Background: an optimization exercise with open tools, aiming at a short achievable clock period. Do not read the settings as production practice. Only simulation tests tie the RTL to the original design; equivalence was not proved.

## tinybasu_core
module tinybasu_core (
    input  wire        clk,
    input  wire        rst,           
    input  wire [15:0] budget,
    input  wire [2:0]  strategy,
    output reg         mem_en,
    output reg         mem_we,
    output reg  [8:0]  mem_addr,
    output reg  [15:0] mem_wdata,
    input  wire [15:0] mem_rdata,
    output wire        done,
    output reg  [1:0]  run_state,
    output reg  [2:0]  fault_cause,
    output reg  [15:0] fault_pc,
    output reg  [15:0] fault_info,
    output wire [15:0] pc_out,
    output reg  [16:0] cycles,
    output reg  [16:0] executed,
    output reg  [16:0] stalls,
    output reg  [16:0] flushes,
    input  wire [2:0]  dbg_sel,
    output wire [15:0] dbg_reg
);
Size: roughly 12000 cells after synthesis, about 1600 flip-flops, ~210 I/O pins, about 120000 sq um of cells after synthesis.
Settings: LEC_CHECK=0, CAP_MARGIN=20, CORE_MARGIN=2, CORE_UTILIZATION=40, SLEW_MARGIN=20; clock period 55.0 ns.
standard.sh (not shown) runs the stock make flow with config.mk's settings and CLKGATE_MAP_FILE= SYNTH_SCRIPT=/design/flow/synth_recipe.tcl, a recipe that flattens the netlist after the stock synthesis.
==> flow/flow/run.sh <==
#!/bin/bash
# The standard layout (the standard.sh: ORFS synthesis to final layout),
# with the port buffers that the standard flow inserts made sky130 buf_8
# cells instead of the default choice, so that the port paths are fast.
set -euo pipefail
export BUFFER_PORTS_ARGS="-buffer_cell sky130_fd_sc_hd__buf_8"
bash standard.sh finish > standard_finish.log 2>&1
Testbench counts at the start, summed over its fixed seeds: clk cycles 284,315.
Change:
--- a/flow/design.v
+++ b/flow/design.v
@@ -378,13 +378,13 @@
         end else begin
             n_v = l_hit;
             n_w = c_dat[l_idx];
         end
     end
     wire [16:0] cycles_n = cycles + {15'd0, x_cost};
-    wire early_halt = commit && n_v && (n_w == 16'd0) &&
+    wire early_halt = commit && ir_v && n_v && (n_w == 16'd0) &&
                       !({1'b0, budget_q} < cycles_n) &&
                       !(x_pc[15] || (x_pc > 16'd511));
     wire        fetch = running && !pa_v && !x_acc;
     wire [15:0] fd    = ir_v ? i_x_pc : (mf_v ? npc : pc);
     wire [CB-1:0] fd_idx = fd[CB-1:0];
     wire        fd_hit = c_v[fd_idx] && (c_tag[fd_idx] == fd[8:CB]) && (fd[15:9] == 7'd0);
@@ -453,15 +453,56 @@
     wire [15:0] i_xt     = regs[i_rt];
     wire [15:0] i_abs_s  = i_xs[15] ? (16'd0 - i_xs) : i_xs;
     wire [15:0] i_abs_t  = i_xt[15] ? (16'd0 - i_xt) : i_xt;
     wire [17:0] i_b3     = {2'b00, i_abs_t} + {1'b0, i_abs_t, 1'b0};
     wire [31:0] i_dn     = div8(i_abs_s, 16'd0, i_abs_t, i_b3);
     wire        dv_early = ir_v && !(lw_v && (lw_rd == i_rs || lw_rd == i_rt));
+    function [15:0] divsm;
+        input [15:0] q;
+        input [5:0]  b;
+        input [7:0]  b3;
+        reg [15:0] qq;
+        reg [5:0]  rr;
+        reg [7:0]  t;
+        reg [8:0]  d1, d2, d3;
+        integer k;
+        begin
+            qq = q;
+            rr = 6'd0;
+            for (k = 0; k < 8; k = k + 1) begin
+                t  = {rr, qq[15:14]};
+                d1 = {1'b0, t} - {3'b000, b};
+                d2 = {1'b0, t} - {2'b00, b, 1'b0};
+                d3 = {1'b0, t} - {1'b0, b3};
+                if (!d3[8]) begin
+                    rr = d3[5:0];
+                    qq = {qq[13:0], 2'd3};
+                end else if (!d2[8]) begin
+                    rr = d2[5:0];
+                    qq = {qq[13:0], 2'd2};
+                end else if (!d1[8]) begin
+                    rr = d1[5:0];
+                    qq = {qq[13:0], 2'd1};
+                end else begin
+                    rr = t[5:0];
+                    qq = {qq[13:0], 2'd0};
+                end
+            end
+            divsm = qq;
+        end
+    endfunction
+    wire        i_small = (i_xt[15:6] == 10'd0) ||
+                          ((i_xt[15:6] == 10'h3ff) && (i_xt[5:0] != 6'd0));
+    wire [5:0]  i_b6    = i_xt[15] ? (6'd0 - i_xt[5:0]) : i_xt[5:0];
+    wire [7:0]  i_b6x3  = {2'b00, i_b6} + {1'b0, i_b6, 1'b0};
+    wire        dv_fast = dv_early && i_small;
+    wire [15:0] i_fq    = divsm(i_abs_s, i_b6, i_b6x3);
+    wire [15:0] i_fres  = (i_xs[15] ^ i_xt[15]) ? (16'd0 - i_fq) : i_fq;
     wire [15:0] dv_res = dv_neg ? (16'd0 - dn_q) : dn_q;
     wire pend_nxt = (pa_set) || (x_acc && !x_acc_st) || (pa_v && !pa_we) ||
-                    (dv_busy && !dv_last) || (commit && x_div);
+                    (dv_busy && !dv_last) || (commit && x_div && !dv_fast);
     integer i;
     always @(posedge clk) begin
         if (rst) begin
             state       <= S_RUN;
             pc          <= 16'd0;
             run_state   <= RS_RUN;
@@ -528,12 +569,14 @@
             if (dv_busy && dv_last && !dv_kill)
                 regs[dv_rd] <= dv_res;
             if (lw_v)
                 regs[lw_rd] <= mem_rdata;
             if (commit && x_wr)
                 regs[x_wr_idx] <= x_wr_val;
+            if (commit && x_div && dv_fast)
+                regs[rd] <= i_fres;
             if (hold) begin
                 ir_v <= 1'b1;
                 ir   <= w;
             end else begin
                 ir_v <= running && !stop && n_v;
                 ir   <= n_w;
@@ -547,13 +590,13 @@
             pa_we    <= x_store;
             pa_addr  <= ea[8:0];
             pa_wdata <= xd;
             pa_rd    <= rd;
             lw_v  <= (x_acc && !x_acc_st) || (pa_v && !pa_we);
             lw_rd <= pa_v ? pa_rd : i_rd;
-            if (commit && x_div) begin
+            if (commit && x_div && !dv_fast) begin
                 dv_busy <= 1'b1;
                 dv_kill <= 1'b0;
                 dv_neg  <= xs[15] ^ xt[15];
                 dv_rd   <= rd;
                 if (dv_early) begin
                     dv_cnt  <= 5'd1;
Result: The changed run finished with timing, DRC and antenna clean; global-route usage falls by 2.8 points; cell area rises by 4.7%; worst setup slack loses 3.3 ns; utilization falls by 0.15 points.
Testbench counts after the change, summed over its fixed seeds: clk cycles 282,436.

==> separate check: timing with driven ports <==
How much do the figures lean on ideal ports? The routed layouts below were timed once more, with nothing changed but the port constraints. Step 1 assumes that a clkbuf_16 drives the clock port and a buf_2 every other input. Step 2 times the ports against the registers' clock, not the clock port: input delays grow and output delays shrink by t, the midpoint of the rising clock arrivals with the driver on. Slacks: ideal ports / drivers / drivers and shift; pairs: ideal ports / drivers.
| run | t, ns | setup WS [ns] | slew at the worst register clock pin (ns) |
|---|---|---|---|
| the first run | 0.970 | 31.579 / 31.427 / 30.738 | 0.08 / 0.08 |
| the second run | 0.988 | 28.316 / 28.316 / 28.316 | 0.07 / 0.07 |
After both steps every run listed still meets setup and hold. For the first run, which loses most, drivers alone change the setup slack by -0.152 ns; drivers and shift together by -0.841 ns.
